What follows belongs to an exercise in optimizing a design on an open flow for small area and few clock cycles; a production flow would make more cautious choices.
In this exercise RTL edits were held to simulation tests only and were not proved equivalent to the original.
Power figures rest on the tool's default switching activity, not on a simulated workload.

## old
==> flow/design.v <==
module ftb_recv (
    input  wire       clk,
    input  wire       rst,
    input  wire       start,
    output wire       ready,
    input  wire       rx_valid,
    input  wire [7:0] rx_data,
    output wire       rx_take,
    output wire       done,
    output reg  [2:0] status,
    output reg  [7:0] plen,
    output wire       pl_valid,
    output wire [7:0] pl_data,
    input  wire       pl_ready
);
    localparam integer N = 252;             
    localparam [7:0] PLAST = N;             
    localparam [7:0] PFIRST = 8'd1;         
    localparam integer TAP = 11;
    localparam [3:0] TAP_LO = TAP + 1;
    localparam [2:0] ST_OK           = 3'd0,
                     ST_TIMED_OUT    = 3'd1,
                     ST_OVERFLOWED   = 3'd2,
                     ST_CRC_MISMATCH = 3'd3;
    reg [7:0]  ring [0:N-1];
    reg        busy;          
    reg [7:0]  cnt;           
    reg        exp_set;       
    reg [7:0]  len;           
    reg [15:0] crc;           
    reg [7:0]  rem;           
    reg [7:0]  tap;           
    reg [7:0]  fpos;          
    reg [7:0]  skid;          
    reg        sk_v;
    reg [15:0] crc_upd;
    integer i;
    always @* begin
        crc_upd = crc ^ {rx_data, 8'h00};
        for (i = 0; i < 8; i = i + 1)
            crc_upd = crc_upd[15] ? ((crc_upd << 1) ^ 16'h1021) : (crc_upd << 1);
    end
    wire       rem_nz  = |rem;
    wire       owed    = rem_nz || sk_v;      
    wire       hdr     = &cnt[7:1];           
    wire       in_pay  = exp_set && !hdr && (cnt < len);
    wire       at_end  = exp_set && !hdr && ({1'b0, cnt} == {1'b0, len} + 9'd2);
    wire       at_last = (cnt == 8'd253);     
    wire       first   = (cnt == 8'd0);
    wire       contig  = first || (fpos == cnt);
    wire       blk     = rem_nz && ((tap == PLAST && sk_v && !pl_ready) || (tap < rem));
    wire       allow   = (at_last || at_end) ? !owed :
                         in_pay ? (contig && !blk) : 1'b1;
    assign rx_take = busy && allow;
    wire   take     = rx_take && rx_valid;
    wire   wr       = take && in_pay;
    wire   fin_take = take && (at_last || (at_end && rx_data == 8'h03));
    wire   fin_to   = busy && !rx_valid && !owed;
    wire   crc_ok   = (crc == 16'h0000);
    wire   new_pay  = fin_take && !at_last && crc_ok && (len != 8'd0);
    assign done     = fin_take || fin_to;
    assign ready    = !busy || done;
    wire [7:0] cur      = rem_nz ? tap : fpos;
    wire       ring_due = rem_nz || new_pay;
    wire       at_tap   = (cur[3:0] == TAP_LO);
    wire       pull     = ring_due && at_tap && (!sk_v || pl_ready);
    reg  [15:0] oh;
    reg  [7:0] tap_data;
    integer j;
    always @* begin
        for (j = 0; j < 16; j = j + 1)
            oh[j] = (cur[7:4] == j);
        tap_data = 8'd0;
        for (j = 0; j < 16; j = j + 1)
            tap_data = tap_data | (ring[16*j + TAP] & {8{oh[j]}});
    end
    assign pl_valid = sk_v || (ring_due && at_tap);
    assign pl_data  = sk_v ? skid : tap_data;
    always @* begin
        plen = len;
        if (!rx_valid)      status = ST_TIMED_OUT;
        else if (at_last)   status = ST_OVERFLOWED;
        else if (crc_ok)    status = ST_OK;
        else                status = ST_CRC_MISMATCH;
    end
    integer k;
    always @(posedge clk) begin
        ring[0] <= wr ? rx_data : ring[N-1];
        for (k = 1; k < N; k = k + 1)
            ring[k] <= ring[k-1];
    end
    always @(posedge clk) begin
        fpos <= (wr && first) ? PFIRST : (fpos == PLAST) ? PFIRST : fpos + 8'd1;
        tap  <= pull ? cur : (cur == PLAST) ? PFIRST : cur + 8'd1;
        if (pull && (sk_v || !pl_ready))
            skid <= tap_data;
        if (take) begin
            cnt <= cnt + 8'd1;
            if (cnt == 8'd254) exp_set <= (rx_data == 8'h02);
            if (cnt == 8'd255) len <= rx_data;
            crc <= hdr ? 16'h0000 : crc_upd;
        end
        if (rst) begin
            busy <= 1'b0;
            rem  <= 8'd0;
            sk_v <= 1'b0;
        end else begin
            if (start && ready) begin
                busy <= 1'b1;
                cnt  <= 8'd254;
            end else if (done) begin
                busy <= 1'b0;
            end
            rem  <= rem_nz ? rem - {7'd0, pull} : new_pay ? len - {7'd0, pull} : 8'd0;
            sk_v <= pull ? (sk_v || !pl_ready) : (sk_v && !pl_ready);
        end
    end
endmodule
export LEC_CHECK = 0
export ABC_AREA = 1
export CAP_MARGIN = 20
export CORE_MARGIN = 2
export CORE_UTILIZATION = 70
export SLEW_MARGIN = 20
create_clock -name core_clock -period 10.0 [get_ports {clk}]
standard.sh (not shown) runs the stock make flow with config.mk's settings and CLKGATE_MAP_FILE= SYNTH_SCRIPT=/design/flow/synth_recipe.tcl, a recipe that flattens the netlist after the stock synthesis.
==> flow/flow/run.sh <==
#!/bin/bash
# Standard ORFS layout (standard.sh), with two argument overrides:
#  - clock tree synthesis without dummy loads, with clkbuf_8 leaf buffers
#    driving clusters of up to 18 registers;
#  - the port buffers that global placement inserts use the smallest buffer.
# The make output goes to standard_flow.log; each step's own log is under
# orfs/logs/.
set -euo pipefail
export CTS_ARGS="-sink_clustering_enable -repair_clock_nets -dont_use_dummy_load -buf_list sky130_fd_sc_hd__clkbuf_8 -sink_clustering_size 18 -sink_clustering_max_diameter 60 -sink_buffer_max_cap_derate 1.0"
export BUFFER_PORTS_ARGS="-buffer_cell sky130_fd_sc_hd__buf_1"
bash standard.sh > standard_flow.log 2>&1
Testbench counts of old, summed over its fixed seeds: cycles 55,728.
Input-level comparison between new and old:
--- a/flow/design.v
+++ b/flow/design.v
@@ -63,18 +63,14 @@
     wire [7:0] cur      = rem_nz ? tap : fpos;
     wire       ring_due = rem_nz || new_pay;
     wire       at_tap   = (cur[3:0] == TAP_LO);
     wire       pull     = ring_due && at_tap && (!sk_v || pl_ready);
-    reg  [15:0] oh;
-    reg  [7:0] tap_data;
+    reg  [7:0] tapv [0:15];
     integer j;
-    always @* begin
+    always @*
         for (j = 0; j < 16; j = j + 1)
-            oh[j] = (cur[7:4] == j);
-        tap_data = 8'd0;
-        for (j = 0; j < 16; j = j + 1)
-            tap_data = tap_data | (ring[16*j + TAP] & {8{oh[j]}});
-    end
+            tapv[j] = ring[16*j + TAP];
+    wire [7:0] tap_data = tapv[cur[7:4]];
     assign pl_valid = sk_v || (ring_due && at_tap);
     assign pl_data  = sk_v ? skid : tap_data;
     always @* begin
         plen = len;
Notes after the runs:
Re largest net degree at the start of global routing: new and old aren't equal, and the lower value belongs to new.
Fmax: new vs old down about 2.7%
Changes observed in new relative to old: total internal power rose by about 1.2%; portion of the post-synthesis area used by sequential elements fell by 0.22 points; worst hold slack fell by 55 ps; number of ordinary and repair buffers in the finished layout rose by about 14%.
On new: worst setup slack is 160 ps lower than what old gave.
Of the two values seen for critical path launch point, rem[6] was produced by new and pl_ready by old.
Against old as the reference, new delivers a higher total power per unit cell area.
Testbench counts of new, summed over its fixed seeds: cycles 55,728.

-- static timing again, ports no longer ideal --
No port has a modelled driver above. Below, the same layouts with a new extraction and two added sets of constraints.
Step 1 sets driving cells, clkbuf_16 on the clock port and buf_2 on the other inputs (assumed; they add their load-dependent delay and slew).
Step 2 times the ports against the registers' clock, not the clock port: input delays grow and output delays shrink by t, the midpoint of the rising clock arrivals with the driver on.
a / b / c = no drivers / after step 1 / after step 2; a / b = the first two.
run | t (ns) | setup WS [ns] | worst slew at a driven data input, ns
old | 0.791 | 4.174 / 4.144 / 4.144 | 0.04
new | 0.805 | 4.013 / 3.949 / 4.096 | 0.04
After both steps setup and hold are still met in every run listed. The setup slack of old, which loses most, moves by -0.030 ns with the drivers and by -0.030 ns with both steps.
